Context: an optimization exercise on an open-source flow, tuned for small area, a short achievable clock period and few clock cycles per item. The choices shown serve that exercise and are no tape-out recipe.
The RTL was checked by simulation tests, not by an equivalence proof against the original design.
Power is estimated from default activity; no workload was simulated.

$ cat design/flow/config.mk
export PLATFORM = sky130hd
export DESIGN_NAME = twn_core
export DESIGN_NICKNAME = twn_core
export VERILOG_FILES = /design/flow/design.v
export SDC_FILE = /design/flow/constraint.sdc
export NUM_CORES = 4
export LEC_CHECK = 0
export ABC_CLOCK_PERIOD_IN_PS = 4000
export CAP_MARGIN = 20
export CORE_MARGIN = 2
export CORE_UTILIZATION = 40
export SETUP_SLACK_MARGIN = 2.8
export SLEW_MARGIN = 20
$ cat design/flow/constraint.sdc
create_clock -name core_clock -period 8.0 [get_ports {clk}]
set_input_delay 1.6000 -clock core_clock [delete_from_list [all_inputs] [get_ports {clk}]]
set_output_delay 1.6000 -clock core_clock [all_outputs]
set_load 0.01 [all_outputs]
$ cat design/flow/design.v
module twn_round_f (
    input  wire [23:0] x,
    input  wire [23:0] key,
    output wire [23:0] f
);
    wire [23:0] rot1 = {x[22:0], x[23]};
    wire [23:0] rot2 = {x[21:0], x[23:22]};
    wire [23:0] rot8 = {x[15:0], x[23:16]};
    assign f = (rot1 & rot8) ^ rot2 ^ key;
endmodule
module twn_diffuser #(
    parameter integer FIRST = 0,
    parameter integer COUNT = 8
) (
    input  wire        inv,
    input  wire [47:0] x,
    output wire [47:0] y
);
    wire [23:0] l [0:COUNT];
    wire [23:0] r [0:COUNT];
    assign l[0] = x[47:24];
    assign r[0] = x[23:0];
    genvar i;
    generate
        for (i = 0; i < COUNT; i = i + 1) begin : g_round
            localparam [23:0] KEY_FWD = 24'h9E3779 * (FIRST + i + 1);
            localparam [23:0] KEY_INV = 24'h9E3779 * (8 - FIRST - i);
            wire [23:0] f;
            twn_round_f u_f (.x(r[i]), .key(inv ? KEY_INV : KEY_FWD), .f(f));
            assign l[i+1] = r[i];
            assign r[i+1] = l[i] ^ f;
        end
    endgenerate
    assign y = {l[COUNT], r[COUNT]};
endmodule
module twn_bitpacker (
    input  wire        clk,
    input  wire        rst,
    input  wire        en,         
    input  wire [1:0]  op,         
    input  wire        rd_sel,     
    input  wire [7:0]  imm,
    input  wire [63:0] a,
    output reg  [3:0]  status,
    output wire [63:0] rd_bits,    
    output wire [31:0] stat_word   
);
    localparam [3:0] ST_OK        = 4'd0;
    localparam [3:0] ST_OVERFLOW  = 4'd1;
    localparam [3:0] ST_UNDERFLOW = 4'd2;
    localparam [3:0] ST_TOO_WIDE  = 4'd3;
    localparam [3:0] ST_RANGE     = 4'd4;
    localparam [1:0] OP_INIT   = 2'd0;
    localparam [1:0] OP_APPEND = 2'd1;
    localparam [1:0] OP_READ   = 2'd2;
    localparam [1:0] OP_STAT   = 2'd3;
    reg [143:0] buf_q;
    reg [7:0]   wp_q;
    reg [7:0]   avail_q;
    reg [7:0]   free_q;
    integer j, k;
    wire        width_bad = (imm == 8'd0) || (imm > 8'd64);
    reg  [63:0] lmask;
    always @(*)
        for (j = 0; j < 64; j = j + 1)
            lmask[j] = imm[6] || (j < imm[5:0]);
    wire        too_wide  = ((a & ~lmask) != 64'd0);
    wire [8:0]  free_rem  = {1'b0, free_q}  - {1'b0, imm};
    wire [8:0]  avail_rem = {1'b0, avail_q} - {1'b0, imm};
    wire        overflow  = free_rem[8];
    wire        underflow = avail_rem[8];
    always @(*) begin
        status = ST_OK;
        case (op)
            OP_INIT: begin
                if (imm > 8'd144) status = ST_RANGE;
            end
            OP_APPEND: begin
                if (width_bad)     status = ST_RANGE;
                else if (too_wide) status = ST_TOO_WIDE;
                else if (overflow) status = ST_OVERFLOW;
            end
            OP_READ: begin
                if (width_bad)      status = ST_RANGE;
                else if (underflow) status = ST_UNDERFLOW;
            end
            default: ;
        endcase
    end
    wire ok = en && (status == ST_OK);
    always @(posedge clk) begin
        if (rst) begin
            wp_q    <= 8'd0;
            avail_q <= 8'd0;
            free_q  <= 8'd0;
        end else if (ok) begin
            case (op)
                OP_INIT: begin
                    wp_q    <= 8'd0;
                    avail_q <= 8'd0;
                    free_q  <= imm;
                end
                OP_APPEND: begin
                    wp_q    <= wp_q + imm;
                    avail_q <= avail_q + imm;
                    free_q  <= free_rem[7:0];
                end
                OP_READ: avail_q <= avail_rem[7:0];
                default: ;
            endcase
        end
    end
    wire [7:0] amt = rd_sel ? avail_rem[7:0] : (8'd144 - imm);
    function automatic [143:0] rotr144(input [143:0] v, input integer s);
        rotr144 = (v >> s) | (v << (144 - s));
    endfunction
    reg [143:0] rot;
    always @(*) begin
        rot = buf_q;
        for (k = 0; k < 8; k = k + 1)
            if (amt[k])
                rot = rotr144(rot, (1 << k) % 144);
    end
    always @(posedge clk) begin
        if (ok && op == OP_APPEND && !rst)
            buf_q <= {rot[143:64], (rot[63:0] & ~lmask) | a};
    end
    wire [7:0] rp_now  = wp_q - avail_q;
    wire [7:0] cap_now = wp_q + free_q;
    assign rd_bits   = rot[63:0];
    assign stat_word = {avail_q, cap_now, rp_now, wp_q};
endmodule
module twn_core (
    input  wire        clk,
    input  wire        rst,           
    input  wire        cmd_valid,
    output wire        cmd_ready,
    input  wire [15:0] cmd_cw,
    input  wire [63:0] cmd_a,
    output reg         rsp_valid,
    output reg  [3:0]  rsp_status,
    output wire [63:0] rsp_result
);
    localparam [3:0] ST_OK      = 4'd0;
    localparam [3:0] ST_RANGE   = 4'd4;
    localparam [3:0] ST_ILLEGAL = 4'd8;
    localparam integer SPLIT = 5;     
    wire [3:0] opc  = cmd_cw[15:12];
    wire [3:0] len  = cmd_cw[11:8];
    wire [7:0] imm  = cmd_cw[7:0];
    wire fmt_z_ok = (len == 4'd0) && (imm == 8'd0);
    wire fmt_i_ok = (len == 4'd0);
    wire is_nop  = (opc == 4'h0) && fmt_z_ok;
    wire is_init = (opc == 4'h6) && fmt_i_ok;
    wire is_app  = (opc == 4'h7) && fmt_i_ok;
    wire is_read = (opc == 4'h8) && fmt_i_ok;
    wire is_stat = (opc == 4'h9) && fmt_z_ok;
    wire is_fwd  = (opc == 4'hA) && fmt_z_ok;
    wire is_inv  = (opc == 4'hB) && fmt_z_ok;
    wire is_bp   = is_init || is_app || is_read || is_stat;
    wire is_diff = is_fwd || is_inv;
    assign cmd_ready = 1'b1;
    wire accept = cmd_valid;
    wire [1:0]  bp_op = is_init ? 2'd0 : is_app ? 2'd1 : is_read ? 2'd2 : 2'd3;
    wire [3:0]  bp_status;
    wire [63:0] rd_bits;
    wire [31:0] stat_word;
    twn_bitpacker u_bp (
        .clk    (clk),
        .rst    (rst),
        .en     (accept && is_bp),
        .op     (bp_op),
        .rd_sel (opc[3]),
        .imm    (imm),
        .a      (cmd_a),
        .status (bp_status),
        .rd_bits   (rd_bits),
        .stat_word (stat_word)
    );
    wire        inv_a      = opc[0];
    wire        diff_range = (cmd_a[63:48] != 16'd0);
    wire [47:0] diff_in    = inv_a ? {cmd_a[23:0], cmd_a[47:24]} : cmd_a[47:0];
    wire [47:0] diff_mid;
    twn_diffuser #(.FIRST(0), .COUNT(SPLIT)) u_diff_a (
        .inv (inv_a),
        .x   (diff_in),
        .y   (diff_mid)
    );
    reg [3:0] status;
    always @(*) begin
        if (is_bp)
            status = bp_status;
        else if (is_diff)
            status = diff_range ? ST_RANGE : ST_OK;
        else if (is_nop)
            status = ST_OK;
        else
            status = ST_ILLEGAL;
    end
    reg [63:0] res_q;       
    reg        diff_q;      
    reg        bp_q;        
    reg        rd_q;        
    reg [6:0]  w_q;         
    reg        inv_q;
    always @(posedge clk) begin
        if (rst)
            rsp_valid <= 1'b0;
        else
            rsp_valid <= accept;
        rsp_status <= status;
        res_q      <= opc[1] ? {16'd0, diff_mid} :
                      opc[0] ? {32'd0, stat_word} : rd_bits;
        diff_q     <= is_diff && !diff_range;
        bp_q       <= (is_read || is_stat) && (bp_status == ST_OK);
        rd_q       <= opc[3] && !opc[0];
        w_q        <= imm[6:0];
        inv_q      <= inv_a;
    end
    wire [47:0] diff_out;
    twn_diffuser #(.FIRST(SPLIT), .COUNT(8 - SPLIT)) u_diff_b (
        .inv (inv_q),
        .x   (res_q[47:0]),
        .y   (diff_out)
    );
    wire [47:0] diff_res = inv_q ? {diff_out[23:0], diff_out[47:24]} : diff_out;
    reg  [63:0] therm;
    integer j;
    always @(*)
        for (j = 0; j < 64; j = j + 1)
            therm[j] = (j < w_q[5:0]);
    wire [63:0] keep = therm | {64{w_q[6] | !rd_q}};
    assign rsp_result = diff_q ? {16'd0, diff_res} : bp_q ? (res_q & keep) : 64'd0;
endmodule
$ cat design/flow/flow/run.sh
#!/bin/bash
# The standard layout, with the ports buffered by buf_2 cells instead of the
# buffer_ports default. Everything else is the standard flow's own flow (standard.sh).
set -euo pipefail
bash standard.sh "BUFFER_PORTS_ARGS=-buffer_cell sky130_fd_sc_hd__buf_2" finish > orfs_make.log 2>&1
$ cat design/flow/standard.sh
#!/bin/bash
# synth_recipe.tcl (not shown) runs the flow's synth.tcl, then flattens the netlist and writes it again
# the make line also repeats each setting of config.mk as NAME=value (left out here)
make -C /OpenROAD-flow-scripts/flow DESIGN_CONFIG=/design/flow/config.mk WORK_HOME=/design/flow/orfs CLKGATE_MAP_FILE= SYNTH_SCRIPT=/design/flow/synth_recipe.tcl "${@:-finish}"
==> impl_metrics.py, run 1 <==
metrics = {
    "clocking": {
        "cts-root-buf": "clkbuf_16",
        "hold_buffers": 0,
        "insertion_delay_ns": 0.63,
        "clkSlewWorstSetupHoldPaths_ns": 0.07,
        "cts_tree": "built",
        "h-tree-depth": 1,
        "cts_buffers": 30,
        "clk_path_buf_depth": 3,
        "cts.sinks": 248,
    },
    "synth": {
        "netlist_top_cells_area": "mux2i_1 (25%), edfxtp_1 (13%), mux4_2 (13%)",
        "yosys_warnings": 4,
        "synth_ff_type": "edfxtp_1",
        "synth_area_sq_um": 34300,
        "synth_cells": 3524,
        "synth_top_cell_by_area": "mux2i_1",
        "ys_ff_latch": 248,
        "synthesis.nets": 3664,
        "syn_avg_cell_area_sq_um": 9.73,
        "ys_seq_area_share_pct": 18.7,
        "synth_edf_count": 144,
        "synth_top_area_share_pct": 24.7,
        "ys_async_sr_fraction_pct": 0,
        "ys_types": 100,
    },
    "global_routing": {
        "grt_pass1_vias": 29900,
        "grt-ovfl-total": 0,
        "grt_max_degree": 68,
        "grt_antenna_before_repair": 4,
        "grt_pass1_wl_mm": 225,
        "track_usage_pct": 35.2,
    },
    "power_and_ir_drop": {
        "p_leak_nw": 16.6,
        "ir_drop_uv": 371,
        "powerDensity_nw_per_um2": 392,
    },
    "worst_setup_path": {
        "setup.worst_path.end_class": "flop",
        "critPathLaunchType": "input pin",
        "crit_top_cell": "xnor2_1",
        "arrival_ns": 5.70,
        "max_stage_delay_ns": 0.65,
        "worst-endpoint-required_ns": 8.45,
        "path_cells": "buf_12 -> buf_12 -> and3b_1 -> mux2i_1 -> o211ai_1 -> xnor2_1 -> a21oi_1 -> xor3_1 -> xnor2_1 -> xnor2_1 -> xnor2_1 -> xnor2_1 -> a21oi_1",
        "path_class": "input pin to flop",
        "reg2regPathDepth": 16,
        "crit_family": "XOR/XNOR gates",
        "rrSetupSlack_ns": 3.32,
        "worstPathMaxFanout": 58,
        "crit_buf_inv": 2,
        "slowest_stage": "xnor2_1",
        "crit_cells": 13,
        "r2r-end": "res_q[10]",
        "r2r_start": "u_bp.avail_q[0]",
    },
    "floorplan": {
        "rows": 107,
        "ios": 153,
        "fp.dieH_um": 297,
        "start_util_pct": 40.3,
        "die_area_sq_um": 88100,
        "core_area_sq_um": 85000,
        "die_w_um": 297,
    },
    "timing": {
        "slew_headroom_pct": 26.9,
        "setup_tns_ns": 0,
        "whs_ns": 0.534,
        "setup_slack_ns": 2.75,
        "layout_min_cycle_time_ns": 5.25,
        "fin_skew_ns": 0.0349,
        "hold_viol_final": 0,
        "fin_crit_sh_pct": 65.7,
        "report.final.slew_viol_count": 0,
        "rsz0062_at_grt": "true",
        "setup_violations": 0,
        "max_freq_ghz": 0.190,
        "tightest_slew_ns": 1.08,
    },
    "detailed_routing": {
        "drcViolationCount": 0,
        "via_per_inst": 6.67,
        "ant_nets": 0,
        "wl_met2_mm": 69.2,
        "top_layer": "met5",
        "wl_met3_mm": 18.2,
        "avgRoutedWirePerCell_um": 33.7,
        "wl_mm": 161,
        "vias": 31900,
        "drt-met1-wl_mm": 60.7,
        "firstDrtPassIters": 6,
        "drtIter0Drc": 4651,
    },
    "final_layout": {
        "layout-drive-gt1-share_pct": 28.0,
        "areaGrowthSynthToFinish_pct": 18.2,
        "finalNetCount": 3753,
        "nFillCells": 7987,
    },
    "worst_hold_path": {
        "min_to": "u_bp.free_q[3]",
        "min_from": "u_bp.free_q[3]",
        "worstHoldPathType": "flop to flop",
        "holdPathStages": 2,
    },
    "run_status": {
        "outcome": "no timing/DRC/antenna violations",
    },
    "placement": {
        "dp_hpwl_mm": 125,
        "pre_cts_slack_ns": 1.10,
        "gp_congestion": 1.06,
        "port_buffers": 151,
    },
    "job": {
        "max_cap_viol_count": 0,
    },
}
-- how the worst max path moves through the flow --
stage / to / slack, ns / start
3_3_place_gp: res_q[29] / 1.06 / cmd_cw[1]
5_1_grt: res_q[28] / 2.66 / cmd_cw[0]
2_1_floorplan: u_bp.buf_q[0] / 2.60 / cmd_cw[1]
6_report: res_q[8] / 2.75 / cmd_cw[12]
4_1_cts: res_q[8] / 2.80 / cmd_cw[2]
3_5_place_dp: res_q[20] / 1.10 / cmd_cw[1]
-- layer usage --
layer | GRT usage (%) | up-vias
li1 | - | 13500
met4 | 23.1 | 2
met2 | 52.6 | 2354
met5 | 0 | -
met1 | 45.6 | 15600
met3 | 7.94 | 519
-- worst register-to-register path: stages (launching register included) --
cell and delay, ns:
dfxtp_1 0.44, inv_1 0.11, ha_4 0.17, inv_1 0.07, fa_2 0.49, buf_12 0.16
mux2_4 0.35, buf_4 0.17, mux4_2 0.57, mux2i_2 0.43, mux2i_1 0.18, mux2i_1 0.22
mux2i_1 0.14, mux2i_1 0.28, mux2i_2 0.20, a21oi_1 0.41, a21oi_1 0.13
-- metrics by stage --
| stage | cell area [sq um] | util, % | cells | power, W |
|---|---|---|---|---|
| CTS | 39000 | 45.8 | 4731 | 0.0148 |
| floorplan | 34400 | - | 3524 | 0.00961 |
| global placement | 36300 | 42.7 | 4625 | 0.0127 |
| global route | 40500 | 47.7 | 4781 | 0.0166 |
| finish | 40500 | 47.7 | 4785 | 0.0159 |
| detailed placement | 36300 | 42.7 | 4625 | 0.0127 |
-- flip-flops by register name (all words and copies together), names as in the netlist, 4 cells and up --
name	cells
res_q	64
w_q	7
u_bp.free_q	8
rsp_status	4
u_bp.buf_q	144
u_bp.wp_q	8
u_bp.avail_q	8
-- what timing repair did --
action / CTS / global route
pin swaps: 7 / 7
endpoints found under the setup margin: 418 / 331
cloned: 8 / 5
gates resized for setup: 185 / 219
buffers inserted: 42 / 45
-- layout make-up --
class / count / area (sq um) / share of cell area [%]
sequential: 248 / 6410 / 15.8
multi-input combinational: 2932 / 28300 / 69.9
clock buffer: 33 / 793 / 1.96
antenna: 4 / 10.0 / 0.0247
inverter: 59 / 239 / 0.589
tap: 1144 / 1430 / 3.53
timing repair buffer: 342 / 3020 / 7.46
clock inverter: 23 / 303 / 0.747
-- Yosys cell counts (13+ instances only) --
| master | number |
|---|---|
| o211ai_1 | 20 |
| nor3_1 | 29 |
| and3_1 | 31 |
| a21o_1 | 48 |
| buf_2 | 103 |
| or3_1 | 20 |
| nand3_1 | 54 |
| mux2_2 | 25 |
| a21oi_1 | 195 |
| nand2b_1 | 39 |
| nand2_1 | 197 |
| a211oi_1 | 47 |
| xor2_1 | 77 |
| xnor2_1 | 274 |
| dfxtp_1 | 104 |
| ha_1 | 51 |
| inv_1 | 55 |
| nor2_1 | 184 |
| a22oi_1 | 13 |
| and3b_1 | 20 |
| mux4_2 | 191 |
| clkbuf_1 | 120 |
| mux2i_1 | 845 |
| edfxtp_1 | 144 |
| and2_1 | 39 |
| xnor3_1 | 34 |
| buf_1 | 46 |
| a31o_2 | 36 |
| o21ai_0 | 120 |
| nor2b_1 | 52 |
| or2_2 | 18 |
| a22o_1 | 22 |
-- cells by family after synthesis --
family          synth area share (%)
simple gates                    10.9
compound gates                  12.7
buf+inv                         4.39
fa+ha+maj                       2.42
xor+xnor                        12.6
mux                             38.3
flops                           18.7
other cells                   0.0109
-- where the power goes --
group / leakage, nW / switching, W / total, W / internal, W
Sequential: 2.15 / 0.000292 / 0.00185 / 0.00156
Clock: 0.536 / 0.000657 / 0.00157 / 0.000916
Combinational: 13.9 / 0.00733 / 0.0125 / 0.00515
Total: 16.6 / 0.00828 / 0.0159 / 0.00763
-- cells in the final DEF (no fill, tap or decap), types with 40 or more instances in the layout --
master / Yosys / final
nor2b_1: 52 / 50
inv_1: 55 / 55
xnor2_1: 274 / 241
nor2_1: 184 / 179
xor2_1: 77 / 73
buf_2: 103 / 145
edfxtp_1: 144 / 144
a21oi_1: 195 / 185
ha_1: 51 / 46
mux2i_2: 4 / 165
a21o_1: 48 / 48
a211oi_1: 47 / 43
mux2i_1: 845 / 624
xnor2_2: 10 / 40
nand3_1: 54 / 54
mux4_2: 191 / 191
nand2_1: 197 / 197
mux2i_4: 2 / 62
o21ai_0: 120 / 113
buf_4: 12 / 132
dfxtp_1: 104 / 99
Testbench counts, summed over its fixed seeds: cycles 43,275, commands 43,267.
==> run 2, diff against run 1 <==
--- a/design/flow/design.v
+++ b/design/flow/design.v
@@ -58,3 +58,3 @@
     reg [7:0]   wp_q;
-    reg [7:0]   avail_q;
+    reg [7:0]   gap_q;
     reg [7:0]   free_q;
@@ -68,5 +68,5 @@
     wire [8:0]  free_rem  = {1'b0, free_q}  - {1'b0, imm};
-    wire [8:0]  avail_rem = {1'b0, avail_q} - {1'b0, imm};
+    wire [8:0]  gap_sum   = {1'b0, gap_q} + {1'b0, imm};    
     wire        overflow  = free_rem[8];
-    wire        underflow = avail_rem[8];
+    wire        underflow = (gap_sum > 9'd144);
     always @(*) begin
@@ -93,3 +93,3 @@
             wp_q    <= 8'd0;
-            avail_q <= 8'd0;
+            gap_q   <= 8'd144;
             free_q  <= 8'd0;
@@ -99,3 +99,3 @@
                     wp_q    <= 8'd0;
-                    avail_q <= 8'd0;
+                    gap_q   <= 8'd144;
                     free_q  <= imm;
@@ -104,6 +104,6 @@
                     wp_q    <= wp_q + imm;
-                    avail_q <= avail_q + imm;
+                    gap_q   <= gap_q - imm;
                     free_q  <= free_rem[7:0];
                 end
-                OP_READ: avail_q <= avail_rem[7:0];
+                OP_READ: gap_q <= gap_sum[7:0];
                 default: ;
@@ -112,5 +112,5 @@
     end
-    wire [7:0] amt = rd_sel ? avail_rem[7:0] : (8'd144 - imm);
-    function automatic [143:0] rotr144(input [143:0] v, input integer s);
-        rotr144 = (v >> s) | (v << (144 - s));
+    wire [7:0] amt = imm + (rd_sel ? gap_q : 8'd0);
+    function automatic [143:0] rotl144(input [143:0] v, input integer s);
+        rotl144 = (v << s) | (v >> (144 - s));
     endfunction
@@ -121,3 +121,3 @@
             if (amt[k])
-                rot = rotr144(rot, (1 << k) % 144);
+                rot = rotl144(rot, (1 << k) % 144);
     end
@@ -127,2 +127,3 @@
     end
+    wire [7:0] avail_q = 8'd144 - gap_q;
     wire [7:0] rp_now  = wp_q - avail_q;
@@ -227,6 +228,12 @@
     reg  [63:0] therm;
-    integer j;
-    always @(*)
-        for (j = 0; j < 64; j = j + 1)
-            therm[j] = (j < w_q[5:0]);
+    integer b, j;
+    always @(*) begin
+        therm = 64'd0;
+        for (b = 0; b < 6; b = b + 1)
+            for (j = (1 << (b + 1)) - 1; j >= 0; j = j - 1)
+                if (j >= (1 << b))
+                    therm[j] = w_q[b] & therm[j - (1 << b)];
+                else
+                    therm[j] = w_q[b] | therm[j];
+    end
     wire [63:0] keep = therm | {64{w_q[6] | !rd_q}};
==> run 2 against run 1 <==
  * Still clean on timing, DRC and antenna
  * Utilization grew 1.5 points
  * Die area is 3.7% higher
  * Register-to-register slack got worse by 0.06 ns
  * Via count up 16%
  * Setup slack worse by 0.11 ns
  * Largest cell class unchanged
  * Cell count increased by 16%
  * First-iteration DRC count is 14% higher
==> impl_metrics.py, run 2 <==
metrics = {
    "run_status": {
        "outcome": "no timing/DRC/antenna violations",
    },
    "clocking": {
        "h-tree-depth": 2,
        "cts-root-buf": "clkbuf_16",
        "clk_path_buf_depth": 3,
        "clkSlewWorstSetupHoldPaths_ns": 0.06,
        "cts_buffers": 35,
        "cts_tree": "built",
        "cts.sinks": 248,
        "insertion_delay_ns": 0.60,
    },
    "final_layout": {
        "top_register": "u_bp.buf_q",
        "regArea_sq_um": 6410,
        "mostFrequentLayoutCell": "nand2_1",
        "largest_registers": "u_bp.buf_q: 144 flops, res_q: 64 flops",
        "multi_input_area_sq_um": 30400,
        "finalNetCount": 4494,
        "layout-drive-gt1-share_pct": 28.2,
        "largest_reg_flops": 144,
        "nFillCells": 8319,
        "instances_no_fill": 5542,
        "areaGrowthSynthToFinish_pct": 22.0,
        "layout_common_cells": "nand2_1 (546), nor2_1 (375), mux2i_1 (312), a21oi_1 (238), xnor2_1 (225)",
        "finish.utilization_pct": 49.2,
    },
    "floorplan": {
        "fp.dieH_um": 302,
        "rows": 109,
        "start_util_pct": 40.3,
        "core_area_sq_um": 88200,
        "ios": 153,
        "die_area_sq_um": 91300,
        "die_w_um": 302,
    },
    "synth": {
        "ys_ff_latch": 248,
        "synth_top_area_share_pct": 13.0,
        "synth_edf_count": 144,
        "ys_types": 106,
        "yosysMostFrequentCell": "nand2_1",
        "ys_top_cells_by_count": "nand2_1 (560), mux2i_1 (462), nor2_1 (390)",
        "synth_ff_type": "edfxtp_1",
        "synth_cells": 4251,
        "synth_top_cell_by_area": "mux2i_1",
        "netlist_top_cells_area": "mux2i_1 (13%), edfxtp_1 (12%), mux4_2 (7.8%)",
        "synth_area_sq_um": 35600,
        "synthesis.nets": 4397,
        "ys_async_sr_fraction_pct": 0,
        "syn_avg_cell_area_sq_um": 8.37,
        "ys_seq_area_share_pct": 18.0,
        "yosys_warnings": 4,
    },
    "detailed_routing": {
        "vias": 36900,
        "avgRoutedWirePerCell_um": 31.9,
        "drcViolationCount": 0,
        "drtIter0Drc": 5314,
        "ant_nets": 0,
        "wl_mm": 177,
        "via_per_inst": 6.66,
        "firstDrtPassIters": 6,
    },
    "worst_setup_path": {
        "r2r_start": "u_bp.gap_q[0]",
        "slowest_stage": "fa_4",
        "critPathLaunchType": "input pin",
        "crit_family": "multiplexers",
        "worst-endpoint-required_ns": 8.42,
        "crit_cells": 19,
        "max_stage_delay_ns": 0.80,
        "setup.worst_path.end_class": "flop",
        "path_cells": "buf_12 -> and2_4 -> ha_4 -> fa_4 -> buf_12 -> buf_16 -> buf_12 -> mux2_4 -> mux2i_4 -> inv_1 -> mux4_2 -> buf_6 -> mux2i_4 -> mux2i_1 -> mux2i_1 -> buf_4 -> mux2i_4 -> a211oi_4 -> a21oi_2",
        "crit_buf_inv": 7,
        "cp-startpoint": "cmd_cw[15]",
        "path_class": "input pin to flop",
        "worstPathMaxFanout": 7,
        "reg2regPathDepth": 20,
        "arrival_ns": 5.78,
    },
    "placement": {
        "gp_congestion": 1.10,
        "pre_cts_slack_ns": 1.09,
        "dp_hpwl_mm": 132,
        "placed_cells": 5339,
        "port_buffers": 151,
    },
    "global_routing": {
        "grt_pass1_wl_mm": 247,
        "track_usage_pct": 37.3,
        "grt_pass1_vias": 33900,
        "grt_antenna_before_repair": 7,
        "grt-ovfl-total": 0,
        "grt_max_degree": 95,
    },
    "timing": {
        "max_freq_ghz": 0.187,
        "layout_min_cycle_time_ns": 5.36,
        "slew_headroom_pct": 26.7,
        "setup_violations": 0,
        "fin_skew_ns": 0.0424,
        "setup_tns_ns": 0,
        "fin_crit_sh_pct": 67.0,
        "whs_ns": 0.497,
        "rsz0062_at_grt": "true",
        "report.final.slew_viol_count": 0,
        "tightest_slew_ns": 1.09,
        "setup_slack_ns": 2.64,
        "hold_viol_final": 0,
    },
    "worst_hold_path": {
        "min_from": "u_bp.free_q[0]",
        "holdPathStages": 2,
        "worstHoldPathType": "flop to flop",
    },
    "power_and_ir_drop": {
        "p_leak_nw": 17.5,
        "ir_drop_uv": 331,
        "powerDensity_nw_per_um2": 351,
    },
    "job": {
        "max_cap_viol_count": 0,
    },
}
run 2: cell types whose count changed after synthesis, moves of 77 or more:
cell and change:
mux2_2 +169, nand2_1 +363, mux2i_1 -383, nor2_1 +206, o21ai_0 +164, clkbuf_1 +77, a21oi_1 +85
run 2: final timing paths:
kind	end	slack, ns
worst max-delay path	res_q[7]	2.64
worst min-delay path	u_bp.free_q[0]	0.50
worst max register to register	u_bp.buf_q[29]	3.26
worst min register to register	u_bp.free_q[0]	0.50
run 2: timing repair:
| action | 4_1_cts | 5_1_grt |
|---|---|---|
| buffers inserted | 81 | 39 |
| pin swaps | 34 | 44 |
| gates resized for setup | 395 | 298 |
| setup endpoints to repair | 405 | 329 |
| gates cloned | 15 | 2 |
| hold buffers | 0 | 0 |
run 2: power breakdown:
group          total (W)  internal [W]  leakage (nW)  switching [W]
Clock            0.00182       0.00112         0.649       0.000704
Combinational     0.0115       0.00466          14.7        0.00687
Sequential       0.00189       0.00154          2.15       0.000347
run 2: layout make-up:
cell class                 count  area share, %
antenna                        4         0.0231
clock buffer                  45           2.40
clock inverter                17          0.605
inverter                      72          0.652
multi-input combinational   3603           70.1
sequential                   248           14.8
tap                         1165           3.36
timing repair buffer         388           8.07
run 2: cells by family after synthesis:
kind of cell	after synthesis	share of synthesized area (%)
xor gates and xnor gates	429	13.4
muxes	780	27.0
other	1	0.0105
buffers and inverters	402	4.55
and+or+nand+nor	1304	16.3
DFF	248	18.0
AOI/OAI and AO/OA	1020	18.3
adders and majority gates	67	2.48
run 2: tightest hold or removal path, delay by kind of cell, from the launching register on:
kind / cells / cell delay (ns)
compound gates: 1 / 0.05
simple gates: 1 / 0.07
flops: 1 / 0.32
run 2: per-stage QoR:
step                cell area [sq um]  total power, W
finish                          43400          0.0152
detailed placement              37800          0.0120
global placement                37800          0.0121
floorplan                       36000         0.00907
global route                    43400          0.0158
CTS                             41700          0.0143
run 2: routing by layer:
layer / GRT usage [%] / wire (um) / up-vias
met5: 0 / 30 / -
li1: - / - / 15800
met3: 11.1 / 22800 / 621
met1: 48.2 / 66800 / 17700
met4: 24.4 / 14500 / 4
met2: 54.0 / 72500 / 2756
Testbench counts of run 2, summed over its fixed seeds: cycles 43,275, commands 43,267.
==> run 3, diff against run 2 <==
--- a/design/flow/design.v
+++ b/design/flow/design.v
@@ -2,3 +2,2 @@
     input  wire [23:0] x,
-    input  wire [23:0] key,
     output wire [23:0] f
@@ -8,3 +7,3 @@
     wire [23:0] rot8 = {x[15:0], x[23:16]};
-    assign f = (rot1 & rot8) ^ rot2 ^ key;
+    assign f = (rot1 & rot8) ^ rot2;
 endmodule
@@ -28,5 +27,5 @@
             wire [23:0] f;
-            twn_round_f u_f (.x(r[i]), .key(inv ? KEY_INV : KEY_FWD), .f(f));
+            twn_round_f u_f (.x(r[i]), .f(f));
             assign l[i+1] = r[i];
-            assign r[i+1] = l[i] ^ f;
+            assign r[i+1] = l[i] ^ f ^ (inv ? KEY_INV : KEY_FWD);
         end
@@ -44,4 +43,3 @@
     output reg  [3:0]  status,
-    output wire [63:0] rd_bits,    
-    output wire [31:0] stat_word   
+    output wire [63:0] result      
 );
@@ -58,5 +56,5 @@
     reg [7:0]   wp_q;
-    reg [7:0]   gap_q;
+    reg [7:0]   avail_q;
     reg [7:0]   free_q;
-    integer j, k;
+    integer j;
     wire        width_bad = (imm == 8'd0) || (imm > 8'd64);
@@ -68,5 +66,5 @@
     wire [8:0]  free_rem  = {1'b0, free_q}  - {1'b0, imm};
-    wire [8:0]  gap_sum   = {1'b0, gap_q} + {1'b0, imm};    
+    wire [8:0]  avail_rem = {1'b0, avail_q} - {1'b0, imm};
     wire        overflow  = free_rem[8];
-    wire        underflow = (gap_sum > 9'd144);
+    wire        underflow = avail_rem[8];
     always @(*) begin
@@ -93,3 +91,3 @@
             wp_q    <= 8'd0;
-            gap_q   <= 8'd144;
+            avail_q <= 8'd0;
             free_q  <= 8'd0;
@@ -99,3 +97,3 @@
                     wp_q    <= 8'd0;
-                    gap_q   <= 8'd144;
+                    avail_q <= 8'd0;
                     free_q  <= imm;
@@ -104,6 +102,6 @@
                     wp_q    <= wp_q + imm;
-                    gap_q   <= gap_q - imm;
+                    avail_q <= avail_q + imm;
                     free_q  <= free_rem[7:0];
                 end
-                OP_READ: gap_q <= gap_sum[7:0];
+                OP_READ: avail_q <= avail_rem[7:0];
                 default: ;
@@ -112,13 +110,19 @@
     end
-    wire [7:0] amt = imm + (rd_sel ? gap_q : 8'd0);
-    function automatic [143:0] rotl144(input [143:0] v, input integer s);
-        rotl144 = (v << s) | (v >> (144 - s));
-    endfunction
-    reg [143:0] rot;
-    always @(*) begin
-        rot = buf_q;
-        for (k = 0; k < 8; k = k + 1)
-            if (amt[k])
-                rot = rotl144(rot, (1 << k) % 144);
-    end
+    wire [7:0] amt = rd_sel ? avail_rem[7:0] : (8'd144 - imm);
+    wire [144*9-1:0] st;     
+    assign st[143:0] = buf_q;
+    genvar g, i;
+    generate
+        for (g = 0; g < 8; g = g + 1) begin : g_stage
+            localparam integer R = (1 << g) % 144;
+            wire sel   = amt[g];
+            wire sel_n = ~amt[g];
+            for (i = 0; i < 144; i = i + 1) begin : g_bit
+                twn_oai22 u_c (.a1(st[144*g + i]), .a2(sel),
+                               .b1(st[144*g + (i + R) % 144]), .b2(sel_n),
+                               .y(st[144*(g+1) + i]));
+            end
+        end
+    endgenerate
+    wire [143:0] rot = st[144*8 +: 144];
     always @(posedge clk) begin
@@ -127,7 +131,16 @@
     end
-    wire [7:0] avail_q = 8'd144 - gap_q;
     wire [7:0] rp_now  = wp_q - avail_q;
     wire [7:0] cap_now = wp_q + free_q;
-    assign rd_bits   = rot[63:0];
-    assign stat_word = {avail_q, cap_now, rp_now, wp_q};
+    assign result = (op == OP_READ)  ? (rot[63:0] & lmask) :
+                    (op == OP_STAT)  ? {32'd0, avail_q, cap_now, rp_now, wp_q} :
+                                       64'd0;
+endmodule
+module twn_oai22 (
+    input  wire a1,
+    input  wire a2,
+    input  wire b1,
+    input  wire b2,
+    output wire y
+);
+    assign y = ~((a1 | a2) & (b1 | b2));
 endmodule
@@ -166,4 +179,3 @@
     wire [3:0]  bp_status;
-    wire [63:0] rd_bits;
-    wire [31:0] stat_word;
+    wire [63:0] bp_result;
     twn_bitpacker u_bp (
@@ -177,4 +189,3 @@
         .status (bp_status),
-        .rd_bits   (rd_bits),
-        .stat_word (stat_word)
+        .result (bp_result)
     );
@@ -203,4 +214,2 @@
     reg        bp_q;        
-    reg        rd_q;        
-    reg [6:0]  w_q;         
     reg        inv_q;
@@ -212,8 +221,5 @@
         rsp_status <= status;
-        res_q      <= opc[1] ? {16'd0, diff_mid} :
-                      opc[0] ? {32'd0, stat_word} : rd_bits;
+        res_q      <= is_diff ? {16'd0, diff_mid} : bp_result;
         diff_q     <= is_diff && !diff_range;
-        bp_q       <= (is_read || is_stat) && (bp_status == ST_OK);
-        rd_q       <= opc[3] && !opc[0];
-        w_q        <= imm[6:0];
+        bp_q       <= is_bp && (bp_status == ST_OK);
         inv_q      <= inv_a;
@@ -227,15 +233,3 @@
     wire [47:0] diff_res = inv_q ? {diff_out[23:0], diff_out[47:24]} : diff_out;
-    reg  [63:0] therm;
-    integer b, j;
-    always @(*) begin
-        therm = 64'd0;
-        for (b = 0; b < 6; b = b + 1)
-            for (j = (1 << (b + 1)) - 1; j >= 0; j = j - 1)
-                if (j >= (1 << b))
-                    therm[j] = w_q[b] & therm[j - (1 << b)];
-                else
-                    therm[j] = w_q[b] | therm[j];
-    end
-    wire [63:0] keep = therm | {64{w_q[6] | !rd_q}};
-    assign rsp_result = diff_q ? {16'd0, diff_res} : bp_q ? (res_q & keep) : 64'd0;
-endmodule
+    assign rsp_result = diff_q ? {16'd0, diff_res} : bp_q ? res_q : 64'd0;
+endmodule
--- a/design/flow/config.mk
+++ b/design/flow/config.mk
@@ -13 +13,2 @@
 export SLEW_MARGIN = 20
+export SYNTH_HIERARCHICAL = 1
==> run 3 against run 2 <==
  * Still clean on timing, DRC and antenna
  * Worst hold slack improved by 0.031 ns
  * Synthesized cell count fell by 26%
  * First-iteration DRC count rose by 7.8%
  * Clock power fell by 19%
  * Global-route usage rose by 2.6 points
  * Clock skew rose by 0.0013 ns
  * Critical path type unchanged
  * Largest power group unchanged
==> impl_metrics.py, run 3 <==
metrics = {
    "timing": {
        "slew_headroom_pct": 22.2,
        "rsz0062_at_grt": "true",
        "report.final.slew_viol_count": 0,
        "setup_violations": 0,
        "fin_skew_ns": 0.0437,
        "layout_min_cycle_time_ns": 6.06,
        "max_freq_ghz": 0.165,
        "whs_ns": 0.528,
        "tightest_slew_ns": 1.16,
        "hold_viol_final": 0,
        "fin_crit_sh_pct": 75.8,
    },
    "synth": {
        "synthesis.nets": 3304,
        "yosysMostFrequentCell": "o22ai_1",
        "synth_ff_type": "edfxtp_1",
        "synth_compound_area_share_pct": 36.8,
        "yosys_warnings": 10,
        "synth_top_area_share_pct": 27.4,
        "netlist_top_cells_area": "o22ai_1 (27%), edfxtp_1 (16%), xnor2_1 (13%)",
        "ys_ff_latch": 240,
        "synth_cells": 3163,
        "ys_seq_area_share_pct": 23.5,
        "ys_top_cells_by_count": "o22ai_1 (1164), xnor2_1 (395), nand2_1 (300)",
        "synth_top_cell_by_area": "o22ai_1",
        "synth_top_family_by_area": "compound AO/OA/AOI/OAI gates",
        "ys_types": 86,
        "ys_async_sr_fraction_pct": 0,
        "synth_edf_count": 144,
        "synth_area_sq_um": 26600,
        "synth-simple-area-share_pct": 9.26,
        "synthAdderAreaFrac_pct": 2.90,
        "synth_xor_area_share_pct": 18.3,
        "syn_avg_cell_area_sq_um": 8.41,
        "synthMuxAreaShare_pct": 6.48,
    },
    "power_and_ir_drop": {
        "total_power_w": 0.0170,
        "switching_share_pct": 47.0,
        "p_sw_w": 0.00797,
        "ir_drop_uv": 767,
        "powerDensity_nw_per_um2": 460,
        "pwr-share-seq_pct": 7.9,
        "clkPwrFrac_pct": 8.8,
        "intPower_w": 0.00898,
        "combPwrFrac_pct": 83.3,
        "p_leak_nw": 14.5,
    },
    "final_layout": {
        "layout-drive-gt1-share_pct": 36.0,
        "mostFrequentLayoutCell": "o22ai_1",
        "largest_reg_flops": 144,
        "largest_registers": "u_bp.buf_q: 144 flops, res_q: 64 flops",
        "areaGrowthSynthToFinish_pct": 38.5,
        "top_register": "u_bp.buf_q",
        "finalNetCount": 3822,
        "layout_common_cells": "o22ai_1 (1081), buf_4 (374), xnor2_2 (222), nand2_1 (220), edfxtp_1 (144)",
        "nFillCells": 5672,
        "final_cell_area_sq_um": 36900,
    },
    "global_routing": {
        "grt_pass1_vias": 28800,
        "grt-ovfl-total": 0,
        "grt_max_degree": 145,
        "track_usage_pct": 39.9,
        "grt_pass1_wl_mm": 201,
        "grt_antenna_before_repair": 5,
    },
    "floorplan": {
        "die_w_um": 262,
        "die_area_sq_um": 68600,
        "core_area_sq_um": 65900,
        "rows": 94,
        "start_util_pct": 40.4,
        "ios": 153,
        "fp.dieH_um": 262,
    },
    "detailed_routing": {
        "ant_nets": 0,
        "firstDrtPassIters": 9,
        "drcViolationCount": 0,
        "vias": 33600,
        "wl_mm": 155,
        "drtIter0Drc": 5730,
        "via_per_inst": 7.35,
        "avgRoutedWirePerCell_um": 33.8,
    },
    "worst_setup_path": {
        "worstPathMaxFanout": 7,
        "critPathLaunchType": "input pin",
        "arrival_ns": 6.58,
        "worst-endpoint-required_ns": 8.51,
        "path_class": "input pin to flop",
        "setup.worst_path.end_class": "flop",
    },
    "clocking": {
        "cts.sinks": 240,
        "clk_path_buf_depth": 3,
        "cts_buffers": 31,
        "h-tree-depth": 1,
        "insertion_delay_ns": 0.63,
        "cts-root-buf": "clkbuf_16",
        "clkSlewWorstSetupHoldPaths_ns": 0.08,
        "hold_buffers": 0,
        "cts_tree": "built",
    },
    "worst_hold_path": {
        "worstHoldPathType": "flop to flop",
    },
    "placement": {
        "gp_congestion": 1.10,
        "dp_hpwl_mm": 104,
        "port_buffers": 151,
        "placed_cell_area_sq_um": 28900,
    },
    "job": {
        "max_cap_viol_count": 0,
    },
    "run_status": {
        "outcome": "no timing/DRC/antenna violations",
    },
}
run 3: critical path: stages:
cell	delay, ns
buf_16	0.13
buf_8	0.12
buf_4	0.15
mux2_2	0.39
xnor2_2	0.27
xnor2_2	0.14
buf_4	0.17
xnor2_1	0.31
xnor2_2	0.15
xnor2_2	0.40
nand2_1	0.18
xnor2_1	0.18
xnor3_2	0.40
nand2_1	0.17
xnor2_2	0.23
xor2_1	0.21
buf_4	0.23
xnor2_4	0.18
xor2_2	0.24
xnor3_2	0.36
mux2_1	0.32
run 3: cell families (layout without fill, tap and decap cells):
group                      Yosys count  count (layout)
DFF                                240             240
muxes                              154             154
and+or+nand+nor                    536             536
buffers and inverters              150             692
xor gates and xnor gates           507             507
other                                2               4
adders and majority gates           58              58
AOI/OAI and AO/OA                 1516            1516
run 3: final timing paths:
path / startpoint / endpoint / slack (ns) / cells past startpoint
max: cmd_cw[12] / res_q[21] / 1.94 / 21
min: u_bp.free_q[0] / u_bp.free_q[0] / 0.53 / 2
max reg2reg: u_bp.avail_q[0] / res_q[3] / 2.83 / 17
min reg2reg: u_bp.free_q[0] / u_bp.free_q[0] / 0.53 / 2
run 3: what timing repair did:
action | CTS | global route
gates cloned | 6 | 7
gates resized for setup | 404 | 330
endpoints found under the hold margin | 0 | 0
setup endpoints to repair | 423 | 217
setup buffers | 215 | 112
pin swaps | 198 | 228
run 3: layer usage:
layer | global-route usage, % | vias to the layer above | wire length [um]
met3 | 10.3 | 825 | 22200
met4 | 24.5 | 6 | 14000
met1 | 53.0 | 15700 | 56000
li1 | - | 13900 | -
met2 | 58.0 | 3086 | 62300
met5 | 0 | - | 139
run 3: layout make-up:
cell class | instances | area (sq um) | share of cell area, %
multi-input combinational | 2773 | 23400 | 63.5
sequential | 240 | 6330 | 17.2
timing repair buffer | 575 | 4630 | 12.6
tap | 864 | 1080 | 2.93
clock buffer | 40 | 915 | 2.48
inverter | 58 | 338 | 0.917
clock inverter | 17 | 131 | 0.356
timing repair inverter | 2 | 17.5 | 0.0475
antenna | 2 | 5.00 | 0.0136
run 3: per-module statistics from Yosys (local to each module, per instance), a selection:
module,flip-flops and latches,copies in the design
twn_oai22,0,1152
twn_bitpacker,168,1
twn_round_f,0,8
twn_core,72,1
run 3: power groups by stage:
stage          Sequential [W]  Combinational [W]  Clock [W]
6_report              0.00134             0.0141    0.00148
5_1_grt               0.00134             0.0144    0.00153
4_1_cts               0.00134             0.0114    0.00149
3_5_place_dp          0.00138            0.00864          0
3_3_place_gp          0.00138            0.00878          0
2_1_floorplan         0.00137            0.00633          0
run 3: per-stage QoR:
step | utilization [%] | TNS, ns | cells | setup slack [ns]
after floorplan | - | -85.06 | 3163 | -0.726
after global placement | 43.9 | -0.176 | 4172 | -0.161
after detailed placement | 43.9 | 0 | 4172 | 0.124
after CTS | 51.7 | 0 | 4450 | 2.66
after global routing | 56.0 | 0 | 4569 | 2.05
final | 56.0 | 0 | 4571 | 1.94
Testbench counts of run 3, summed over its fixed seeds: cycles 43,275, commands 43,267.
==> run 4, diff against run 3 <==
--- a/design/flow/config.mk
+++ b/design/flow/config.mk
@@ -10,3 +10,4 @@
 export CORE_MARGIN = 2
-export CORE_UTILIZATION = 40
+export CORE_UTILIZATION = 55
+export PLACE_DENSITY = 0.7
 export SETUP_SLACK_MARGIN = 2.8
==> run 4 against run 3 <==
  * The run now fails in 5_1_grt
  * Synthesized area unchanged
  * Synthesized cell count unchanged
==> impl_metrics.py, run 4 <==
metrics = {
    "synth": {
        "synth-simple-area-share_pct": 9.26,
        "synth_top_family_by_area": "compound AO/OA/AOI/OAI gates",
        "synth_compound_area_share_pct": 36.8,
        "ys_seq_area_share_pct": 23.5,
        "synthesis.nets": 3304,
        "synthAdderAreaFrac_pct": 2.90,
        "ys_async_sr_fraction_pct": 0,
        "synth_edf_count": 144,
        "yosys_warnings": 10,
        "synth_top_cell_by_area": "o22ai_1",
        "synth_top_area_share_pct": 27.4,
        "syn_avg_cell_area_sq_um": 8.41,
        "netlist_top_cells_area": "o22ai_1 (27%), edfxtp_1 (16%), xnor2_1 (13%)",
        "synth_ff_type": "edfxtp_1",
        "synth_cells": 3163,
        "ys_top_cells_by_count": "o22ai_1 (1164), xnor2_1 (395), nand2_1 (300)",
        "yosysMostFrequentCell": "o22ai_1",
        "ys_ff_latch": 240,
        "ys_types": 86,
        "synthMuxAreaShare_pct": 6.48,
        "synth_area_sq_um": 26600,
        "synth_xor_area_share_pct": 18.3,
    },
    "placement": {
        "gp_congestion": 1.21,
        "placed_cells": 3929,
        "dp_hpwl_mm": 102,
        "port_buffers": 151,
    },
    "floorplan": {
        "start_util_pct": 55.7,
        "fp.dieH_um": 224,
        "die_w_um": 224,
        "rows": 80,
        "ios": 153,
    },
    "clocking": {
        "hold_buffers": 0,
        "cts_buffers": 28,
        "cts-root-buf": "clkbuf_16",
        "cts.sinks": 240,
        "h-tree-depth": 1,
        "clk_path_buf_depth": 3,
    },
    "run_status": {
        "haltStage": "5_1_grt",
        "tool.error": "[ERROR GRT-0232] Routing congestion too high. Check the congestion heatmap in the GUI.",
        "outcome": "did not finish",
    },
    "timing": {
        "crit_endpoint": "res_q[7]$_DFF_P_/D",
        "worst-ep-kind": "register input",
    },
    "global_routing": {
        "grt_max_degree": 145,
        "track_usage_pct": 72.6,
        "grt-ovfl-total": 144,
    },
}
## run 4: cell counts after synthesis
Identical to the previous run, type by type.
## run 4: Yosys stat by module, one instance, submodules excluded, a selection
module | cell area (sq um) | copies in the design | flip-flops and latches | cells inside
twn_round_f | 300 | 8 | 0 | 48
twn_core | 4070 | 1 | 72 | 364
twn_bitpacker | 9930 | 1 | 168 | 973
twn_oai22 | 6.26 | 1152 | 0 | 1
## run 4: worst min-delay path by stage
stage                                 end
after global placement    u_bp.avail_q[6]
after floorplan            u_bp.free_q[0]
after CTS                 u_bp.avail_q[6]
after detailed placement   u_bp.free_q[0]
## run 4: power groups by stage
stage	registers [W]	logic, W	clock network, W
floorplan	0.00137	0.00633	0
detailed placement	0.00138	0.00846	0
global placement	0.00138	0.00840	0
CTS	0.00134	0.0110	0.00146
## run 4: repair_timing
action / 4_1_cts
hold endpoints to repair: 0
setup buffers: 179
gates cloned: 7
gates resized for setup: 474
pin swaps: 168
setup endpoints to repair: 326
## run 4: logic make-up after synthesis
| logic type | after synthesis |
|---|---|
| AO/OA/AOI/OAI | 1516 |
| multiplexers | 154 |
| buffers and inverters | 150 |
| AND/OR/NAND/NOR | 536 |
| flip-flops | 240 |
| adder cells (fa/ha/maj) | 58 |
| other | 2 |
| XOR/XNOR | 507 |
## run 4: through the flow
step	setup WS [ns]	power, W	area [sq um]
CTS	2.58	0.0138	33900
global placement	-0.236	0.00978	28600
floorplan	-0.726	0.00770	26700
detailed placement	0.0937	0.00984	28600
## run 4: routing by layer
layer / overflow / track usage (%)
met1: 2 / 74.6
met2: 77 / 90.0
met3: 2 / 55.2
met4: 63 / 70.3
met5: 0 / 19.1
==> run 5, diff against run 4 <==
--- a/design/flow/design.v
+++ b/design/flow/design.v
@@ -1,2 +1,4 @@
-module twn_round_f (
+module twn_round_f #(
+    parameter [23:0] KEY = 24'h9E3779
+) (
     input  wire [23:0] x,
@@ -7,3 +9,3 @@
     wire [23:0] rot8 = {x[15:0], x[23:16]};
-    assign f = (rot1 & rot8) ^ rot2;
+    assign f = (rot1 & rot8) ^ rot2 ^ KEY;
 endmodule
@@ -17,2 +19,5 @@
 );
+    function automatic [23:0] f_nokey(input [23:0] v);
+        f_nokey = ({v[22:0], v[23]} & {v[15:0], v[23:16]}) ^ {v[21:0], v[23:22]};
+    endfunction
     wire [23:0] l [0:COUNT];
@@ -26,6 +31,4 @@
             localparam [23:0] KEY_INV = 24'h9E3779 * (8 - FIRST - i);
-            wire [23:0] f;
-            twn_round_f u_f (.x(r[i]), .f(f));
             assign l[i+1] = r[i];
-            assign r[i+1] = l[i] ^ f ^ (inv ? KEY_INV : KEY_FWD);
+            assign r[i+1] = l[i] ^ f_nokey(r[i]) ^ (inv ? KEY_INV : KEY_FWD);
         end
--- a/design/flow/config.mk
+++ b/design/flow/config.mk
@@ -10,4 +10,3 @@
 export CORE_MARGIN = 2
-export CORE_UTILIZATION = 55
-export PLACE_DENSITY = 0.7
+export CORE_UTILIZATION = 35
 export SETUP_SLACK_MARGIN = 2.8
==> run 5 against run 4 <==
  * The run now finishes clean
  * Synthesized area rose by 6.0%
  * Synthesized cell count rose by 1.7%
==> impl_metrics.py, run 5 <==
metrics = {
    "power_and_ir_drop": {
        "ir_drop_uv": 412,
        "clkPwrFrac_pct": 14.7,
        "p_sw_w": 0.00520,
        "combPwrFrac_pct": 72.6,
        "intPower_w": 0.00542,
        "powerDensity_nw_per_um2": 320,
        "switching_share_pct": 49.0,
        "p_leak_nw": 12.2,
        "pwr-share-seq_pct": 12.7,
    },
    "worst_setup_path": {
        "setup.worst_path.end_class": "flop",
        "rrSetupSlack_ns": 3.14,
        "worst-endpoint-required_ns": 8.44,
        "r2r-end": "res_q[52]",
        "crit_end": "res_q[15]",
        "reg2regPathDepth": 16,
        "r2r_start": "u_bp.avail_q[0]",
        "path_class": "input pin to flop",
        "arrival_ns": 5.82,
        "cp-startpoint": "cmd_cw[0]",
        "critPathLaunchType": "input pin",
        "worstPathMaxFanout": 52,
    },
    "worst_hold_path": {
        "holdPathStages": 2,
        "worstHoldPathType": "flop to flop",
    },
    "detailed_routing": {
        "drcViolationCount": 0,
        "via_per_inst": 7.04,
        "ant_nets": 0,
        "wl_mm": 147,
        "avgRoutedWirePerCell_um": 32.6,
        "vias": 31700,
        "drtIter0Drc": 4660,
        "firstDrtPassIters": 7,
    },
    "synth": {
        "synth_ff_type": "edfxtp_1",
        "ys_async_sr_fraction_pct": 0,
        "ys_ff_latch": 240,
        "synthesis.nets": 3357,
        "ys_seq_area_share_pct": 22.1,
        "synth_top_area_share_pct": 25.8,
        "ys_types": 107,
        "synth_top_cell_by_area": "o22ai_1",
        "netlist_top_cells_area": "o22ai_1 (26%), edfxtp_1 (15%), xnor2_1 (7.7%)",
        "ys_top_cells_by_count": "o22ai_1 (1162), xnor2_1 (247), nand2_1 (205)",
        "synth_area_sq_um": 28200,
        "synth_cells": 3216,
        "yosysMostFrequentCell": "o22ai_1",
        "yosys_warnings": 10,
        "synth_edf_count": 144,
        "syn_avg_cell_area_sq_um": 8.77,
    },
    "clocking": {
        "clkSlewWorstSetupHoldPaths_ns": 0.06,
        "h-tree-depth": 2,
        "cts_buffers": 34,
        "insertion_delay_ns": 0.58,
        "cts_tree": "built",
        "clk_path_buf_depth": 3,
        "cts-root-buf": "clkbuf_16",
        "cts.sinks": 240,
    },
    "final_layout": {
        "top_register": "u_bp.buf_q",
        "nFillCells": 8100,
        "finish.utilization_pct": 41.4,
        "largest_registers": "u_bp.buf_q: 144 flops, res_q: 64 flops",
        "mostFrequentLayoutCell": "o22ai_1",
        "largest_reg_flops": 144,
        "final_cell_area_sq_um": 33200,
        "finalNetCount": 3553,
        "layout-drive-gt1-share_pct": 21.2,
        "layout_common_cells": "o22ai_1 (1071), xnor2_1 (220), nand2_1 (205), buf_2 (147), edfxtp_1 (144)",
        "areaGrowthSynthToFinish_pct": 17.7,
    },
    "placement": {
        "placed_cell_area_sq_um": 30700,
        "port_buffers": 151,
        "pre_cts_slack_ns": 1.45,
        "gp_congestion": 1.09,
        "dp_hpwl_mm": 111,
    },
    "global_routing": {
        "grt_pass1_vias": 27800,
        "track_usage_pct": 33.1,
        "grt-ovfl-total": 0,
        "grt_max_degree": 145,
        "grt_pass1_wl_mm": 201,
        "grt_antenna_before_repair": 8,
    },
    "floorplan": {
        "fp.dieH_um": 288,
        "die_w_um": 288,
        "core_area_sq_um": 80200,
        "ios": 153,
        "rows": 104,
        "die_area_sq_um": 82900,
        "start_util_pct": 35.2,
    },
    "run_status": {
        "outcome": "no timing/DRC/antenna violations",
    },
    "timing": {
        "setup_violations": 0,
        "slew_headroom_pct": 23.4,
        "max_freq_ghz": 0.186,
        "setup_tns_ns": 0,
        "setup_slack_ns": 2.62,
        "report.final.slew_viol_count": 0,
        "tightest_slew_ns": 1.15,
        "fin_skew_ns": 0.0524,
        "whs_ns": 0.527,
        "fin_crit_sh_pct": 67.3,
        "rsz0062_at_grt": "true",
        "layout_min_cycle_time_ns": 5.38,
        "hold_viol_final": 0,
    },
    "job": {
        "max_cap_viol_count": 0,
    },
}
-- run 5: changes by cell type after synthesis, moves of 13 or more --
cell,delta
xor2_2,+14
a32o_1,+14
xnor2_1,-148
and2_1,+13
nand2_1,-95
mux2i_1,+22
xnor2_2,+33
xnor3_1,+34
nor2b_1,+16
nor2_1,+26
-- run 5: layout make-up --
cell class              instances  area, sq um  area share [%]
repair inverters                5         51.3           0.155
repair buffers                247         1820            5.49
clock buffers                  44          910            2.74
diodes                          4         10.0          0.0301
well taps                    1060         1330            3.99
multi-input cells            2812        22300            67.1
inverters                      72          362            1.09
clock inverters                16          186           0.562
flip-flops and latches        240         6250            18.8
-- run 5: cell families after synthesis --
| logic type | count (synthesis) | synth area share, % |
|---|---|---|
| DFF | 240 | 22.1 |
| other | 2 | 0.0266 |
| AOI/OAI and AO/OA | 1547 | 35.7 |
| xor gates and xnor gates | 451 | 19.2 |
| and+or+nand+nor | 565 | 10.1 |
| buffers and inverters | 166 | 2.77 |
| muxes | 180 | 7.10 |
| adders and majority gates | 65 | 2.98 |
-- run 5: how the worst min path moves through the flow --
stage,from,end,slack (ns)
CTS,u_bp.avail_q[4],u_bp.avail_q[4],0.52
finish,u_bp.avail_q[4],u_bp.avail_q[4],0.53
detailed placement,u_bp.avail_q[4],u_bp.avail_q[4],0.51
global route,u_bp.free_q[6],u_bp.free_q[6],0.54
global placement,u_bp.avail_q[4],u_bp.avail_q[4],0.50
floorplan,u_bp.free_q[0],u_bp.free_q[0],0.46
-- run 5: layer usage --
layer / GRT usage, % / routed length, um / share of wire, % / up-vias
li1: - / - / - / 13600
met1: 44.7 / 57700 / 39 / 15200
met2: 48.6 / 60300 / 41 / 2375
met3: 6.24 / 16900 / 12 / 511
met4: 20.5 / 11700 / 8.0 / 4
met5: 0 / 33 / 0.022 / -
-- run 5: what timing repair did --
item	in CTS	in global routing
gates resized for setup	51	146
pin swaps	2	5
cloned	1	9
hold buffers	0	0
setup buffers	7	16
setup endpoints to repair	321	185
-- run 5: worst max-delay path: stages --
cell and delay, ns:
buf_4 0.20, ha_4 0.17, inv_2 0.04, fa_2 0.56, mux2_4 0.29, buf_12 0.15, buf_12 0.22, o22ai_1 0.19
o22ai_1 0.34, o22ai_1 0.27, o22ai_1 0.32, o22ai_1 0.15, o22ai_1 0.24, o22ai_1 0.27, a221o_1 0.47, mux2_4 0.27
-- run 5: per-module statistics from Yosys (local to each module, per instance), excerpt --
module,times used,flops+latches
twn_bitpacker,1,168
twn_core,1,72
twn_oai22,1152,0
-- run 5: power by group through the flow --
stage / sequential, W / clock (W) / combinational [W]
floorplan: 0.00137 / 0 / 0.00505
global placement: 0.00138 / 0 / 0.00705
detailed placement: 0.00138 / 0 / 0.00704
CTS: 0.00135 / 0.00157 / 0.00720
global route: 0.00135 / 0.00161 / 0.00802
finish: 0.00135 / 0.00156 / 0.00771
-- run 5: metrics by stage --
step	std cells	power (W)
floorplan	3216	0.00643
global placement	4402	0.00843
detailed placement	4403	0.00842
CTS	4471	0.0101
global route	4496	0.0110
finish	4500	0.0106
Testbench counts of run 5, summed over its fixed seeds: cycles 43,275, commands 43,267.
==> run 6, diff against run 5 <==
--- a/design/flow/config.mk
+++ b/design/flow/config.mk
@@ -11,3 +11,3 @@
 export CORE_UTILIZATION = 35
-export SETUP_SLACK_MARGIN = 2.8
+export SETUP_SLACK_MARGIN = 3.1
 export SLEW_MARGIN = 20
==> run 6 against run 5 <==
  * Setup slack gained 0.26 ns
  * Synthesized cell count stayed put
  * Power up 4.1%
  * Routed wire length is 3.7% higher
  * Global-route usage is 0.98 points higher
  * Clock power about the same
  * First-iteration DRC count is 12% higher
  * Register-to-register slack improved by 0.22 ns
  * Fmax grew 5.0%
  * Combinational power increased by 5.7%
  * Critical endpoint is now res_q[0]
  * Largest power group unchanged
  * Highest routed layer unchanged
==> impl_metrics.py, run 6 <==
metrics = {
    "final_layout": {
        "regArea_sq_um": 6270,
        "instances_no_fill": 4539,
        "final_cell_area_sq_um": 34900,
        "top_register": "u_bp.buf_q",
        "largest_reg_flops": 144,
        "areaGrowthSynthToFinish_pct": 23.7,
        "layout_common_cells": "o22ai_1 (978), nand2_1 (205), xnor2_1 (194), o22ai_2 (175), buf_2 (147)",
        "multi_input_area_sq_um": 23400,
        "finalNetCount": 3595,
        "largest_registers": "u_bp.buf_q: 144 flops, res_q: 64 flops",
        "layout-drive-gt1-share_pct": 26.8,
        "mostFrequentLayoutCell": "o22ai_1",
        "nFillCells": 7939,
    },
    "synth": {
        "synth_top_area_share_pct": 25.8,
        "ys_top_cells_by_count": "o22ai_1 (1162), xnor2_1 (247), nand2_1 (205)",
        "ys_async_sr_fraction_pct": 0,
        "yosys_warnings": 10,
        "ys_seq_area_share_pct": 22.1,
        "yosysMostFrequentCell": "o22ai_1",
        "synthesis.nets": 3357,
        "synth_cells": 3216,
        "synth_area_sq_um": 28200,
        "ys_types": 107,
        "netlist_top_cells_area": "o22ai_1 (26%), edfxtp_1 (15%), xnor2_1 (7.7%)",
        "synth_top_cell_by_area": "o22ai_1",
        "ys_ff_latch": 240,
        "synth_edf_count": 144,
        "synth_ff_type": "edfxtp_1",
        "syn_avg_cell_area_sq_um": 8.77,
    },
    "worst_setup_path": {
        "slowest_stage": "fa_2",
        "path_cells": "buf_6 -> ha_4 -> inv_2 -> fa_2 -> mux2_4 -> buf_12 -> inv_6 -> o22ai_1 -> o22ai_2 -> o22ai_1 -> o22ai_1 -> o22ai_1 -> o22ai_2 -> o22ai_2 -> nand3_1 -> o21ai_1 -> mux2_2",
        "critPathLaunchType": "input pin",
        "arrival_ns": 5.62,
        "setup.worst_path.end_class": "flop",
        "max_stage_delay_ns": 0.56,
        "worst-endpoint-required_ns": 8.49,
        "worstPathMaxFanout": 26,
        "path_class": "input pin to flop",
        "crit_top_cell": "o22ai_1",
    },
    "detailed_routing": {
        "drcViolationCount": 0,
        "avgRoutedWirePerCell_um": 33.5,
        "drtIter0Drc": 5215,
        "ant_nets": 0,
        "firstDrtPassIters": 10,
        "vias": 32500,
        "via_per_inst": 7.16,
        "wl_mm": 152,
    },
    "clocking": {
        "h-tree-depth": 2,
        "clk_path_buf_depth": 3,
        "insertion_delay_ns": 0.58,
        "clkSlewWorstSetupHoldPaths_ns": 0.06,
        "cts.sinks": 240,
        "cts_tree": "built",
        "cts_buffers": 34,
        "cts-root-buf": "clkbuf_16",
    },
    "timing": {
        "max_freq_ghz": 0.195,
        "layout_min_cycle_time_ns": 5.13,
        "tightest_slew_ns": 1.13,
        "slew_headroom_pct": 24.2,
        "report.final.slew_viol_count": 0,
        "fin_skew_ns": 0.0510,
        "fin_crit_sh_pct": 64.1,
        "rsz0062_at_grt": "true",
        "setup_violations": 0,
        "hold_viol_final": 0,
    },
    "power_and_ir_drop": {
        "powerDensity_nw_per_um2": 317,
        "p_leak_nw": 13.0,
        "ir_drop_uv": 426,
    },
    "floorplan": {
        "die_w_um": 288,
        "start_util_pct": 35.2,
        "die_area_sq_um": 82900,
        "rows": 104,
        "ios": 153,
        "core_area_sq_um": 80200,
        "fp.dieH_um": 288,
    },
    "global_routing": {
        "track_usage_pct": 34.1,
        "grt-ovfl-total": 0,
        "grt_pass1_vias": 28600,
        "grt_antenna_before_repair": 5,
        "grt_max_degree": 145,
        "grt_pass1_wl_mm": 207,
    },
    "job": {
        "max_cap_viol_count": 0,
    },
    "placement": {
        "placed_cells": 4403,
        "port_buffers": 151,
        "gp_congestion": 1.09,
        "dp_hpwl_mm": 111,
        "placed_cell_area_sq_um": 30700,
    },
    "worst_hold_path": {
        "worstHoldPathType": "flop to flop",
    },
    "run_status": {
        "outcome": "no timing/DRC/antenna violations",
    },
}
## run 6: cell types whose count changed in the layout (fill, tap and decap cells not counted), moves of 17 or more
cell     delta
buf_4      +20
dfxtp_1    -17
dfxtp_2    +17
o22ai_1    -93
o22ai_2    +84
xnor2_1    -26
xnor2_2    +21
## run 6: logic make-up after synthesis
family / count (synthesis) / share of synthesized area (%)
XOR/XNOR: 451 / 19.2
AO/OA/AOI/OAI: 1547 / 35.7
AND/OR/NAND/NOR: 565 / 10.1
other: 2 / 0.0266
adder cells (fa/ha/maj): 65 / 2.98
multiplexers: 180 / 7.10
buffers and inverters: 166 / 2.77
flip-flops: 240 / 22.1
## run 6: what timing repair did
item | 4_1_cts | 5_1_grt
buffers inserted | 25 | 31
endpoints found under the setup margin | 413 | 253
resized for setup | 264 | 155
hold buffers | 0 | 0
pin swaps | 28 | 18
cloned | 7 | 12
## run 6: worst max-delay path: cells and delay by family
family                   cells  cell delay (ns)
AO/OA/AOI/OAI                8             2.15
adder cells (fa/ha/maj)      2             0.72
buffers and inverters        4             0.52
multiplexers                 2             0.49
AND/OR/NAND/NOR              1             0.11
## run 6: stage by stage
step / util, % / hold WS (ns) / TNS, ns / worst slack (ns) / power [W]
4_1_cts: 42.0 / 0.516 / 0 / 3.02 / 0.0105
3_3_place_gp: 38.3 / 0.505 / 0 / 1.45 / 0.00843
6_report: 43.5 / 0.519 / 0 / 2.88 / 0.0111
3_5_place_dp: 38.3 / 0.507 / 0 / 1.45 / 0.00842
5_1_grt: 43.5 / 0.544 / 0 / 2.82 / 0.0114
2_1_floorplan: - / 0.455 / -191.84 / -0.880 / 0.00643
## run 6: modules after synthesis (local to each module, per instance), a selection
module / cells inside / copies in the design / area [sq um] / flops+latches
twn_oai22: 1 / 1152 / 6.26 / 0
twn_core: 364 / 1 / 4070 / 72
twn_bitpacker: 970 / 1 / 10100 / 168
## run 6: worst paths after layout
path                        start              end  slack (ns)  depth (start not counted)
setup / recovery        cmd_cw[0]         res_q[0]        2.88                         17
hold / removal    u_bp.avail_q[4]  u_bp.avail_q[4]        0.52                          2
setup reg to reg  u_bp.avail_q[0]         res_q[0]        3.36                         16
hold reg to reg   u_bp.avail_q[4]  u_bp.avail_q[4]        0.52                          2
## run 6: metal layers
| layer | global-route usage [%] | routed length, um |
|---|---|---|
| met3 | 6.77 | 19000 |
| met5 | 0 | 28 |
| met4 | 21.3 | 12900 |
| met2 | 50.0 | 61800 |
| met1 | 45.8 | 58400 |
## run 6: area by class of cell
| type | count | area share (%) |
|---|---|---|
| clock buffer | 44 | 2.61 |
| sequential | 240 | 18.0 |
| antenna | 1 | 0.00717 |
| clock inverter | 16 | 0.534 |
| timing repair buffer | 286 | 6.79 |
| tap | 1060 | 3.80 |
| timing repair inverter | 8 | 0.222 |
| inverter | 72 | 1.11 |
| multi-input combinational | 2812 | 67.0 |
## run 6: where the power goes
| group | internal (W) | leakage, nW | switching (W) |
|---|---|---|---|
| Combinational | 0.00342 | 10.4 | 0.00473 |
| Clock | 0.000906 | 0.524 | 0.000650 |
| Sequential | 0.00135 | 2.08 | 0.00000401 |

[re-timing with driven ports]
Ports are ideal in the flow. The routed layouts listed here were re-timed in OpenROAD. Step 1 assumes that a clkbuf_16 drives the clock port and a buf_2 every other input. Step 2 times the ports against the registers' clock, not the clock port: input delays grow and output delays shrink by t, the midpoint of the rising clock arrivals with the driver on. a / b / c = ideal ports / drivers / drivers and shift; a / b = the first two.
run	shift t [ns]	setup WS [ns]	hold WS [ns]	worst setup path at the end	worst data-port slew with drivers (ns)
run 1	0.681	2.746 / 2.743 / 2.061	0.534 / 0.534 / 0.534	input to register	0.10
run 2	0.639	2.639 / 2.647 / 2.009	0.497 / 0.497 / 0.497	input to register	0.09
run 3	0.672	1.935 / 1.590 / 0.918	0.528 / 0.528 / 0.528	input to register	0.48
run 5	0.628	2.619 / 2.664 / 2.036	0.527 / 0.527 / 0.527	input to register	0.08
run 6	0.625	2.875 / 2.902 / 2.277	0.519 / 0.519 / 0.519	input to register	0.11
After both steps every run listed still meets setup and hold. The setup slack of run 3, which loses most, moves by -0.345 ns with the drivers and by -1.017 ns with both steps.
